Source: an optimization exercise on an open RTL-to-GDS flow (aim: small area). Production flows keep margins and buffers that such runs may drop.
RTL that was checked went through simulation tests only; none was proved equivalent to the original.
No activity file was given, so power comes from the tool's default toggle rates.

Setup of 06-17:
## wmr928_fsc
module wmr928_fsc (
    input  wire         clk,
    input  wire         rst,           
    input  wire         in_valid,
    input  wire [7:0]   in_data,
    input  wire [1:0]   in_fail,       
    output wire         in_ready,
    output wire [2:0]   o_state,
    output wire [1:0]   o_err,
    output wire [7:0]   o_dev,
    output wire [3:0]   o_len,
    output wire [3:0]   o_cnt,
    output wire [7:0]   o_acc,
    output wire [103:0] o_fb,          
    output wire         o_sync,
    output wire         o_frame_ok,
    output wire         o_cksum_fail,
    output wire         o_nop,
    output wire         o_unk_skip,
    output wire         o_fatal,
    output wire         o_low_batt,
    output wire [10:0]  o_wind_dir,
    output wire [14:0]  o_wind_gust_c,
    output wire         o_rain_rate_over,
    output wire         o_rain_total_over,
    output wire         o_rain_yest_over,
    output wire [7:0]   o_minute,
    input  wire [7:0]   bcd_in,
    output wire [7:0]   bcd_out
);
    localparam [1:0] ST_HUNT  = 2'd0;
    localparam [1:0] ST_MARK1 = 2'd1;
    localparam [1:0] ST_CODE  = 2'd2;
    localparam [1:0] ST_DATA  = 2'd3;
    reg [1:0] st;
    reg [1:0] err;
    reg [7:0] dev;
    reg [3:1] len;
    reg [3:0] cnt;
    reg [7:0] acc;
    reg [7:0] fb [0:12];
    wire halted = err[1] | err[0];
    assign in_ready = !rst && !halted;
    wire is_fail   = in_fail[1] | in_fail[0];
    wire take_fail = !halted && is_fail;
    wire take_byte = !halted && !is_fail && in_valid;
    wire       hi_zero  = (in_data[7:4] == 4'd0);
    wire [3:0] c        = in_data[3:0];
    wire       code_ok  = hi_zero && (c[3] ? (c[2] & c[1]) : !(c[2] & c[1] & c[0]));
    reg  [3:1] code_len;             
    always @(*) begin
        case (c)
            4'd0:    code_len = 3'b100;   
            4'd1:    code_len = 3'b110;   
            4'd3:    code_len = 3'b011;   
            4'd6:    code_len = 3'b101;   
            4'd14:   code_len = 3'b001;   
            default: code_len = 3'b000;   
        endcase
    end
    wire code_nop = (code_len == 3'b000);
  ...
clock: 7.0 ns
lec_check: 0
cap_margin: 20
core_margin: 2
core_utilization: 40
slew_margin: 20
synth_hierarchical: 1
standard.sh (not shown) runs the stock make flow with config.mk's settings and CLKGATE_MAP_FILE= SYNTH_SCRIPT=/design/flow/synth_recipe.tcl, a recipe that flattens the netlist after the stock synthesis.
==> flow/flow/run.sh <==
#!/bin/bash
# Standard ORFS layout with the smallest buffer cell on the ports and a
# clock tree of clkbuf_4 cells without dummy loads.
set -euo pipefail
bash standard.sh "BUFFER_PORTS_ARGS=-buffer_cell sky130_fd_sc_hd__buf_1" \
  "CTS_ARGS=-repair_clock_nets -dont_use_dummy_load -buf_list sky130_fd_sc_hd__clkbuf_4" \
  "RECOVER_POWER=100" \
  finish > standard.log 2>&1
Both conditions hold for 06-17: the flow ran to the end and the final layout passed the timing, design-rule and antenna checks.
The following lists how 11-11 was set up differently from 06-17:
--- a/flow/flow/run.sh
+++ b/flow/flow/run.sh
@@ -6,3 +6,2 @@
   "CTS_ARGS=-repair_clock_nets -dont_use_dummy_load -buf_list sky130_fd_sc_hd__clkbuf_4" \
-  "RECOVER_POWER=100" \
   finish > standard.log 2>&1
--- outcome ---
11-11 vs. 06-17: layout-stage area growth over the synthesis result higher, length of routed wiring on met1 lower.
| detailed-route wire length | lower: 11-11 |
In the tables for 06-17 and 11-11, portion of the layout cell area used by non-clock buffers reads higher with 11-11.
Delta (11-11 minus 06-17): worst voltage drop across the vdd grid was more or less identical; worst setup slack decreased 17 ps.
06-17 and 11-11 ended up with nearly the same worst hold slack.
In 11-11, the part of the total power dissipated in combinational logic came out 0.2 points above the value in 06-17.
11-11: number of filler instances in the final layout lower than 06-17
Fraction of layout instances using a drive strength above 1 ended up 2.5 points higher on 11-11 than on 06-17.
Function was not checked in any run of this note: the RTL went through the layout flow alone.

== the previous run ==
Another version of the RTL of wmr928_fsc (not shown whole).
For scale: about 6400 um2 of cells after synthesis.
clock: 7.0 ns
lec_check: 0
cap_margin: 0
core_margin: 2
core_utilization: 55
slew_margin: 0
synth_hierarchical: 1
==> flow/flow/run.sh <==
#!/bin/bash
# Standard ORFS layout with the smallest buffer cell on the ports and a
# clock tree of clkbuf_4 cells without dummy loads.
set -euo pipefail
bash standard.sh "BUFFER_PORTS_ARGS=-buffer_cell sky130_fd_sc_hd__buf_1" \
  "CTS_ARGS=-repair_clock_nets -dont_use_dummy_load -buf_list sky130_fd_sc_hd__clkbuf_4" \
  "RECOVER_POWER=100" \
  finish > standard.log 2>&1
> inputs changed (the previous run -> the current run)
Settings: CAP_MARGIN: 0 -> 20; SLEW_MARGIN: 0 -> 20; CORE_UTILIZATION: 55 -> 40.
Findings:
The current run finished every step from synthesis to the final layout, and the layout passed the timing, design-rule and antenna checks.
Design area up about 1.3% in the current run wrt the previous run
Status: fraction of power consumed by the clock network parity (the previous run, the current run)
Time the worst path needs with I/O delays and setup delta (the current run − the previous run): favourable
Compared to the previous run, the current run has placed cell area 1.4% higher.
Layout cell share with drive strength beyond 1: the current run vs the previous run — no meaningful difference
Per the comparison of the current run with the previous run, die area now larger, met2 layer wire length in the routed design now larger.

[separate check: timing with driven ports]
The results above use ideal ports. As a check the final layouts listed here were re-extracted and re-timed, cells and wires unchanged.
Step 1 sets driving cells, clkbuf_16 on the clock port and buf_2 on the other inputs (assumed; they add their load-dependent delay and slew).
Step 2 adds t to the input delays and takes it off the output delays; t is the mean of the earliest and latest rising clock arrival at the registers after step 1. Input paths then give back, and output paths get back, about the clock's delay inside the block.
Three values: ideal, step 1, step 2; two values: the first two.
| run | t (ns) | slack for setup (ns) | worst hold slack (ns) | clock arrival spread, ns | pins driven straight from the clock port |
|---|---|---|---|---|---|
| 06-17 | 0.537 | 0.235 / 0.204 / 0.741 | 0.524 / 0.524 / 0.524 | 0.024 / 0.024 | 1 |
| 11-11 | 0.540 | 0.219 / 0.187 / 0.728 | 0.526 / 0.526 / 0.526 | 0.022 / 0.023 | 1 |
| the previous run | 0.518 | 0.936 / 0.903 / 1.120 | 0.509 / 0.509 / 0.509 | 0.039 / 0.039 | 1 |
| the current run | 0.529 | 0.942 / 0.910 / 1.271 | 0.523 / 0.523 / 0.523 | 0.044 / 0.044 | 1 |
After both steps every run listed still meets setup and hold.
